This design comes from an exercise in tuning for small area on the open sky130 flow, not from production work.
Power and IR drop assume default switching activity.

==> willow: inputs <==
==> flow/design.v <==
module bjt_cpu (
    input  wire        clk,
    input  wire        rst,         
    output wire [15:0] rom_addr,
    input  wire [7:0]  rom_rdata,
    output wire [15:0] ram_addr,
    output wire [7:0]  ram_wdata,
    output reg         ram_we,
    input  wire [7:0]  ram_rdata,
    output wire        halted,
    input  wire [4:0]  dbg_sel,
    output wire [7:0]  dbg_data
);
    reg [15:0] pc;           
    reg [7:0]  ir;           
    reg [7:0]  t;            
    reg [5:0]  st;
    reg        pcall;        
    reg [7:0]  ra, rb, rc, rsp, rbp, rbnk, radr;
    reg        fz, fc, fo, fn;
    localparam [5:0]
        S_F0  = 6'd0,
        S_N1  = 6'd1,    
        S_I1  = 6'd2,    
        S_D1  = 6'd3,    
        S_S1  = 6'd4,    
        S_S2  = 6'd5,
        S_U1  = 6'd6,    
        S_U2  = 6'd7,
        S_U3  = 6'd8,
        S_O1  = 6'd9,    
        S_O2  = 6'd10,
        S_O3  = 6'd11,
        S_O4  = 6'd12,
        S_A1  = 6'd13,   
        S_A2  = 6'd14,   
        S_A3  = 6'd15,   
        S_A4  = 6'd16,   
        S_K1  = 6'd17,   
        S_K2  = 6'd18,   
        S_X3  = 6'd19,   
        S_Y3  = 6'd20,   
        S_J1  = 6'd21,   
        S_J2  = 6'd22,
        S_C1  = 6'd23,   
        S_P0  = 6'd24,   
        S_L1  = 6'd25,
        S_L2  = 6'd26,
        S_L3  = 6'd27,
        S_L4  = 6'd28,
        S_L5  = 6'd29,
        S_L6  = 6'd30,
        S_L7  = 6'd31,
        S_R1  = 6'd32,   
        S_R2  = 6'd33,
        S_R3  = 6'd34,
        S_R4  = 6'd35,
        S_R5  = 6'd36,
        S_R6  = 6'd37,
        S_R3B = 6'd38,
        S_R4B = 6'd39,
        S_HLT = 6'd63;
    localparam [4:0]
        X_RSP  = 5'h0A,
        X_RBP  = 5'h0B,
        X_RBNK = 5'h0E,
        X_RADR = 5'h0F,
        X_FLG  = 5'h10,
        X_RETH = 5'h11,
        X_RETL = 5'h12,
        X_ROM  = 5'h13,
        X_RAM  = 5'h14;
    assign halted = (st == S_HLT);
    wire [3:0] fam = ir[7:4];
    localparam [1:0] XS_K = 2'd0, XS_A = 2'd1, XS_B = 2'd2, XS_D = 2'd3;
    reg  [1:0] xs;           
    reg  [4:0] xk;           
    reg        use_t, bx, inv;
    reg  [1:0] cs;           
    reg        t_we, res_nand;
    reg        w_en;
    reg  [1:0] ws;           
    reg        ir_we, pc_inc, pc_load;
    reg        stk, romsel;
    reg        flag_we, additive;
    reg  [5:0] nst;
    wire cond = (ir[3:0] == 4'h0) | (ir[3:0] == 4'h2 & fz) |
                (ir[3:0] == 4'h3 & fn) | (ir[3:0] == 4'h4 & fc) |
                (ir[3:0] == 4'h5 & fo);
    always @(*) begin
        xs = XS_K; xk = X_RSP;
        use_t = 1'b0; bx = 1'b1; inv = 1'b0; cs = 2'd0;
        t_we = 1'b0; res_nand = 1'b0;
        w_en = 1'b0; ws = 2'd0;
        ir_we = 1'b0; pc_inc = 1'b0; pc_load = 1'b0;
        ram_we = 1'b0; stk = 1'b0; romsel = 1'b0;
        flag_we = 1'b0; additive = 1'b1;
        nst = S_F0;
        case (st)
        S_F0: begin
            xk = X_ROM; ir_we = 1'b1;
            pc_inc = !(rom_rdata == 8'h00 || rom_rdata == 8'h02);
            case (rom_rdata[7:4])
            4'h0: nst = (rom_rdata[3:0] == 4'h0) ? S_HLT :
                        (rom_rdata[3:0] == 4'h1) ? S_R1 :
                        (rom_rdata[3:0] == 4'h2) ? S_P0 : S_F0;
            4'h1: nst = (rom_rdata[3:0] == 4'h0) ? S_U1 :
                        (rom_rdata[3:0] == 4'h1) ? S_S1 :
                        (rom_rdata[3:0] == 4'h2) ? S_A1 : S_N1;
            4'h2: nst = S_O1;
            4'h3: nst = S_D1;
            4'hA: nst = S_I1;
            4'hC, 4'hD: nst = S_K1;
            4'hE: nst = (rom_rdata[3:0] == 4'h1) ? S_C1 : S_J1;
            4'hF: nst = S_S1;
            default: nst = S_A1;
            endcase
        end
        S_N1: pc_inc = 1'b1;
        S_I1: begin
            xk = X_ROM; w_en = 1'b1; pc_inc = 1'b1;
        end
        S_D1: begin
            romsel = 1'b1; xk = X_ROM; w_en = 1'b1;
        end
        S_S1: begin
            xk = X_RADR; t_we = 1'b1; nst = S_S2;
        end
        S_S2: begin
            if (fam == 4'h1) begin                    
                xs = XS_A; ram_we = 1'b1; pc_inc = 1'b1;
            end else begin                            
                xk = X_RAM; w_en = 1'b1;
            end
        end
        S_U1: begin
            t_we = 1'b1; nst = S_U2;
        end
        S_U2: begin
            xs = XS_A; ram_we = 1'b1; stk = 1'b1;
            use_t = 1'b1; bx = 1'b0; cs = 2'd1; t_we = 1'b1; nst = S_U3;
        end
        S_U3: begin
            use_t = 1'b1; bx = 1'b0; w_en = 1'b1; ws = 2'd1; pc_inc = 1'b1;
        end
        S_O1: begin
            t_we = 1'b1; nst = S_O2;
        end
        S_O2: begin
            use_t = 1'b1; bx = 1'b0; inv = 1'b1; t_we = 1'b1; nst = S_O3;
        end
        S_O3: begin
            use_t = 1'b1; bx = 1'b0; w_en = 1'b1; ws = 2'd1; nst = S_O4;
        end
        S_O4: begin
            stk = 1'b1; xk = X_RAM; w_en = 1'b1;
        end
        S_A1: begin
            xs = XS_A; t_we = 1'b1; nst = S_A2;
        end
        S_A2: begin
            xs = XS_B; use_t = 1'b1;
            case (fam)
            4'h1: begin                               
                inv = 1'b1; cs = 2'd1; t_we = 1'b1; nst = S_A3;
            end
            4'h4: begin t_we = 1'b1; nst = S_A3; end
            4'h5: begin cs = 2'd2; t_we = 1'b1; nst = S_A3; end
            4'h7: begin inv = 1'b1; cs = 2'd1; t_we = 1'b1; nst = S_A3; end
            4'h8: begin inv = 1'b1; cs = 2'd3; t_we = 1'b1; nst = S_A3; end
            4'h6: begin t_we = 1'b1; nst = S_X3; end
            4'h9: begin t_we = 1'b1; nst = S_Y3; end
            default: begin                            
                res_nand = 1'b1; w_en = 1'b1; pc_inc = 1'b1;
            end
            endcase
        end
        S_K1: begin
            xs = XS_A; t_we = 1'b1; pc_inc = 1'b1; nst = S_K2;
        end
        S_K2: begin
            xk = X_ROM; use_t = 1'b1; t_we = 1'b1;
            inv = fam[0]; cs = {1'b0, fam[0]};
            nst = S_A3;
        end
        S_A3: begin
            use_t = 1'b1; inv = 1'b1; cs = 2'd1; flag_we = 1'b1;
            if (fam == 4'h1) begin                    
                xs = XS_A; additive = 1'b0; pc_inc = 1'b1;
            end else begin
                xs = XS_D; nst = S_A4;
            end
        end
        S_A4: begin
            use_t = 1'b1; bx = 1'b0; w_en = 1'b1; pc_inc = 1'b1;
        end
        S_X3: begin
            xs = XS_D; ram_we = 1'b1; pc_inc = 1'b1;
        end
        S_Y3: begin
            xk = X_RAM; w_en = 1'b1; pc_inc = 1'b1;
        end
        S_J1: begin
            pc_inc = 1'b1;
            if (cond) begin
                xk = X_ROM; ir_we = 1'b1; nst = S_J2;
            end else
                nst = S_N1;
        end
        S_J2: begin
            xk = X_ROM; pc_load = 1'b1;
        end
        S_C1: begin
            xk = X_ROM; ir_we = 1'b1; pc_inc = 1'b1; nst = S_L1;
        end
        S_P0: begin                                   
            xk = X_RBNK; ir_we = 1'b1; nst = S_L1;
        end
        S_L1: begin
            t_we = 1'b1; nst = S_L2;
        end
        S_L2: begin
            xk = X_RBP; ram_we = 1'b1; stk = 1'b1;
            use_t = 1'b1; bx = 1'b0; cs = 2'd1; t_we = 1'b1; nst = S_L3;
        end
        S_L3: begin
            xk = X_RETL; ram_we = 1'b1; stk = 1'b1;
            use_t = 1'b1; bx = 1'b0; cs = 2'd1; t_we = 1'b1; nst = S_L4;
        end
        S_L4: begin
            xk = X_RETH; ram_we = 1'b1; stk = 1'b1;
            use_t = 1'b1; bx = 1'b0; cs = 2'd1; t_we = 1'b1; nst = S_L5;
        end
        S_L5: begin
            use_t = 1'b1; bx = 1'b0; w_en = 1'b1; ws = 2'd1; nst = S_L6;
        end
        S_L6: begin
            use_t = 1'b1; bx = 1'b0; w_en = 1'b1; ws = 2'd2; nst = S_L7;
        end
        S_L7: begin                                   
            xk = pcall ? X_RADR : X_ROM; pc_load = 1'b1;
        end
        S_R1: begin
            xk = X_RBP; t_we = 1'b1; nst = S_R2;
        end
        S_R2: begin
            use_t = 1'b1; bx = 1'b0; inv = 1'b1; t_we = 1'b1; nst = S_R3;
        end
        S_R3: begin                                   
            stk = 1'b1; xk = X_RAM; ir_we = 1'b1; nst = S_R3B;
        end
        S_R3B: begin
            use_t = 1'b1; bx = 1'b0; inv = 1'b1; t_we = 1'b1; nst = S_R4;
        end
        S_R4: begin                                   
            stk = 1'b1; xk = X_RAM; pc_load = 1'b1; nst = S_R4B;
        end
        S_R4B: begin
            use_t = 1'b1; bx = 1'b0; inv = 1'b1; t_we = 1'b1; nst = S_R5;
        end
        S_R5: begin
            stk = 1'b1; xk = X_RAM;
            w_en = 1'b1; ws = 2'd2; nst = S_R6;
        end
        S_R6: begin
            use_t = 1'b1; bx = 1'b0; w_en = 1'b1; ws = 2'd1;
        end
        default: nst = S_HLT;                         
        endcase
    end
    wire [15:0] pc_cy;
    assign pc_cy[0] = 1'b1;
    genvar gi;
    generate for (gi = 1; gi < 16; gi = gi + 1) begin : g_inc
        assign pc_cy[gi] = pc_cy[gi-1] & pc[gi-1];
    end endgenerate
    wire [15:0] pc_nx = pc ^ pc_cy;
    reg [4:0] xidx;
    always @(*) begin
        if (halted)
            xidx = dbg_sel;
        else case (xs)
            XS_A:    xidx = {1'b0, rom_rdata[7:4]};
            XS_B:    xidx = {1'b0, rom_rdata[3:0]};
            XS_D:    xidx = {1'b0, ir[3:0]};
            default: xidx = xk;
        endcase
    end
    reg [7:0] xv;
    always @(*) begin
        case (xidx)
            5'h00:   xv = ra;
            5'h01:   xv = rb;
            5'h02:   xv = rc;
            5'h0A:   xv = rsp;
            5'h0B:   xv = rbp;
            5'h0E:   xv = rbnk;
            5'h0F:   xv = radr;
            5'h10:   xv = {4'h0, fn, fo, fc, fz};
            5'h11:   xv = pc_nx[15:8];
            5'h12:   xv = pc_nx[7:0];
            5'h13:   xv = halted ? 8'h00 : rom_rdata;
            5'h14:   xv = halted ? 8'h00 : ram_rdata;
            default: xv = 8'h00;
        endcase
    end
    wire       cin  = cs[1] ? (fc ^ cs[0]) : cs[0];
    wire [7:0] opa  = t & {8{use_t}};
    wire [7:0] opb  = (xv & {8{bx}}) ^ {8{inv}};
    wire [8:0] sum  = {1'b0, opa} + {1'b0, opb} + {8'd0, cin};
    wire [7:0] res  = res_nand ? ~(t & xv) : sum[7:0];
    assign rom_addr  = romsel ? {rbnk, radr} : pc;
    assign ram_addr  = {rbnk | {8{stk}}, t};
    assign ram_wdata = xv;
    assign dbg_data  = xv;
    reg [3:0] widx;
    always @(*) begin
        case (ws)
            2'd1:    widx = 4'hA;
            2'd2:    widx = 4'hB;
            default: widx = ir[3:0];
        endcase
    end
    wire       wr   = w_en | rst;
    wire [7:0] wval = rst ? 8'h00 : res;
    always @(posedge clk) begin
        if (wr && (rst || widx == 4'h0)) ra   <= wval;
        if (wr && (rst || widx == 4'h1)) rb   <= wval;
        if (wr && (rst || widx == 4'h2)) rc   <= wval;
        if (wr && (rst || widx == 4'hA)) rsp  <= wval;
        if (wr && (rst || widx == 4'hB)) rbp  <= wval;
        if (wr && (rst || widx == 4'hE)) rbnk <= wval;
        if (wr && (rst || widx == 4'hF)) radr <= wval;
    end
    always @(posedge clk) begin
        if (t_we) t <= sum[7:0];
        if (ir_we) ir <= res;
    end
    always @(posedge clk) begin
        if (rst) begin
            st    <= S_F0;
            pc    <= 16'h0000;
            pcall <= 1'b0;
            fz <= 1'b0; fc <= 1'b0; fo <= 1'b0; fn <= 1'b0;
        end else begin
            st <= nst;
            if (pc_load)
                pc <= {ir, res};
            else if (pc_inc)
                pc <= pc_nx;
            if (st == S_F0)
                pcall <= (rom_rdata == 8'h02);
            if (flag_we) begin
                fz <= (t == 8'h00);
                fn <= t[7];
                fo <= t[7] & ~xv[7];
                fc <= additive & ~sum[8];
            end
        end
    end
endmodule
==> flow/flow/run.sh <==
#!/bin/bash
# Standard layout, with smaller port buffers and no CTS dummy loads.
set -euo pipefail
export BUFFER_PORTS_ARGS="-buffer_cell sky130_fd_sc_hd__buf_1"
export CTS_ARGS="-sink_clustering_enable -repair_clock_nets -dont_use_dummy_load"
bash standard.sh > standard.log 2>&1
==> flow/standard.sh <==
#!/bin/bash
# synth_recipe.tcl (not shown) runs the flow's synth.tcl, then flattens the netlist and writes it again
# the make line also repeats each setting of config.mk as NAME=value (left out here)
make -C /OpenROAD-flow-scripts/flow DESIGN_CONFIG=/design/flow/config.mk WORK_HOME=/design/flow/orfs CLKGATE_MAP_FILE= SYNTH_SCRIPT=/design/flow/synth_recipe.tcl "${@:-finish}"
==> flow/config.mk <==
export PLATFORM = sky130hd
export DESIGN_NAME = bjt_cpu
export DESIGN_NICKNAME = bjt_cpu
export VERILOG_FILES = /design/flow/design.v
export SDC_FILE = /design/flow/constraint.sdc
export NUM_CORES = 4
export LEC_CHECK = 0
export CAP_MARGIN = 20
export CORE_MARGIN = 2
export CORE_UTILIZATION = 40
export GPL_TIMING_DRIVEN = 0
export SLEW_MARGIN = 20
==> flow/constraint.sdc <==
create_clock -name core_clock -period 7.0 [get_ports {clk}]
set_input_delay 1.4000 -clock core_clock [delete_from_list [all_inputs] [get_ports {clk}]]
set_output_delay 1.4000 -clock core_clock [all_outputs]
set_load 0.01 [all_outputs]
==> inputs of yarrow, as changes to willow <==
--- a/flow/design.v
+++ b/flow/design.v
@@ -269,11 +269,5 @@
         endcase
     end
-    wire [15:0] pc_cy;
-    assign pc_cy[0] = 1'b1;
-    genvar gi;
-    generate for (gi = 1; gi < 16; gi = gi + 1) begin : g_inc
-        assign pc_cy[gi] = pc_cy[gi-1] & pc[gi-1];
-    end endgenerate
-    wire [15:0] pc_nx = pc ^ pc_cy;
+    wire [15:0] pc_nx = pc + 16'd1;
     reg [4:0] xidx;
     always @(*) begin
GPL_TIMING_DRIVEN = default   (was 0)
==> flow_summary_export.csv <==
group,metric,value,unit
floorplan,die_x,142,um
drt,drtIter0Drc,760,
grt,use_met1,37.5,%
placement,dpl_cell_area,8190,um^2
drt,postRouteWirelength,27600,um
outcome,outcome,"timing/DRC/antenna clean",
pwr,p_seq_share,26.2,%
clock_network,cts_resized,0,
worst_setup_path,crit_required,7.20,ns
cells_and_area,clkCellAreaFrac,2.67,%
floorplan,tap_cells,234,
That was yarrow.
==> flow_summary_export.csv <==
group,metric,value,unit
outcome,outcome,"timing/DRC/antenna clean",
min_path,hold_depth,2,
worst_setup_path,crit_required,7.09,ns
grt,use_met1,38.4,%
pwr,p_seq_share,24.8,%
cells_and_area,clkCellAreaFrac,2.71,%
drt,postRouteWirelength,28600,um
drt,drtIter0Drc,958,
floorplan,tap_cells,229,
clock_network,clockBufferDepth,2,
cells_and_area,multi_input_area_share,53.4,%
floorplan,die_y,141,um
floorplan,die_x,141,um
cells_and_area,post-route-util,45.8,%
That was willow.
Function was not checked in any run of this note: the RTL went through the layout flow alone.

## port drivers added, routing unchanged
How much do the figures lean on ideal ports? The routed layouts below were timed once more, with nothing changed but the port constraints.
Step 1 sets driving cells, clkbuf_16 on the clock port and buf_2 on the other inputs (assumed; they add their load-dependent delay and slew).
Step 2 times the ports against the registers' clock, not the clock port: input delays grow and output delays shrink by t, the midpoint of the rising clock arrivals with the driver on.
Three values: no drivers, after step 1, after step 2; two values: the first two.
run	shift t [ns]	setup WS [ns]	worst setup path after step 2	worst slew at a driven data input, ns	cell pins on the clock port's net
willow	0.389	0.408 / 0.421 / 0.032	input to register	0.04	1
yarrow	0.391	0.482 / 0.482 / 0.482	register to register	0.03	1
After both steps setup and hold are still met in every run listed. For willow, which loses most, drivers alone change the setup slack by +0.013 ns; drivers and shift together by -0.376 ns.
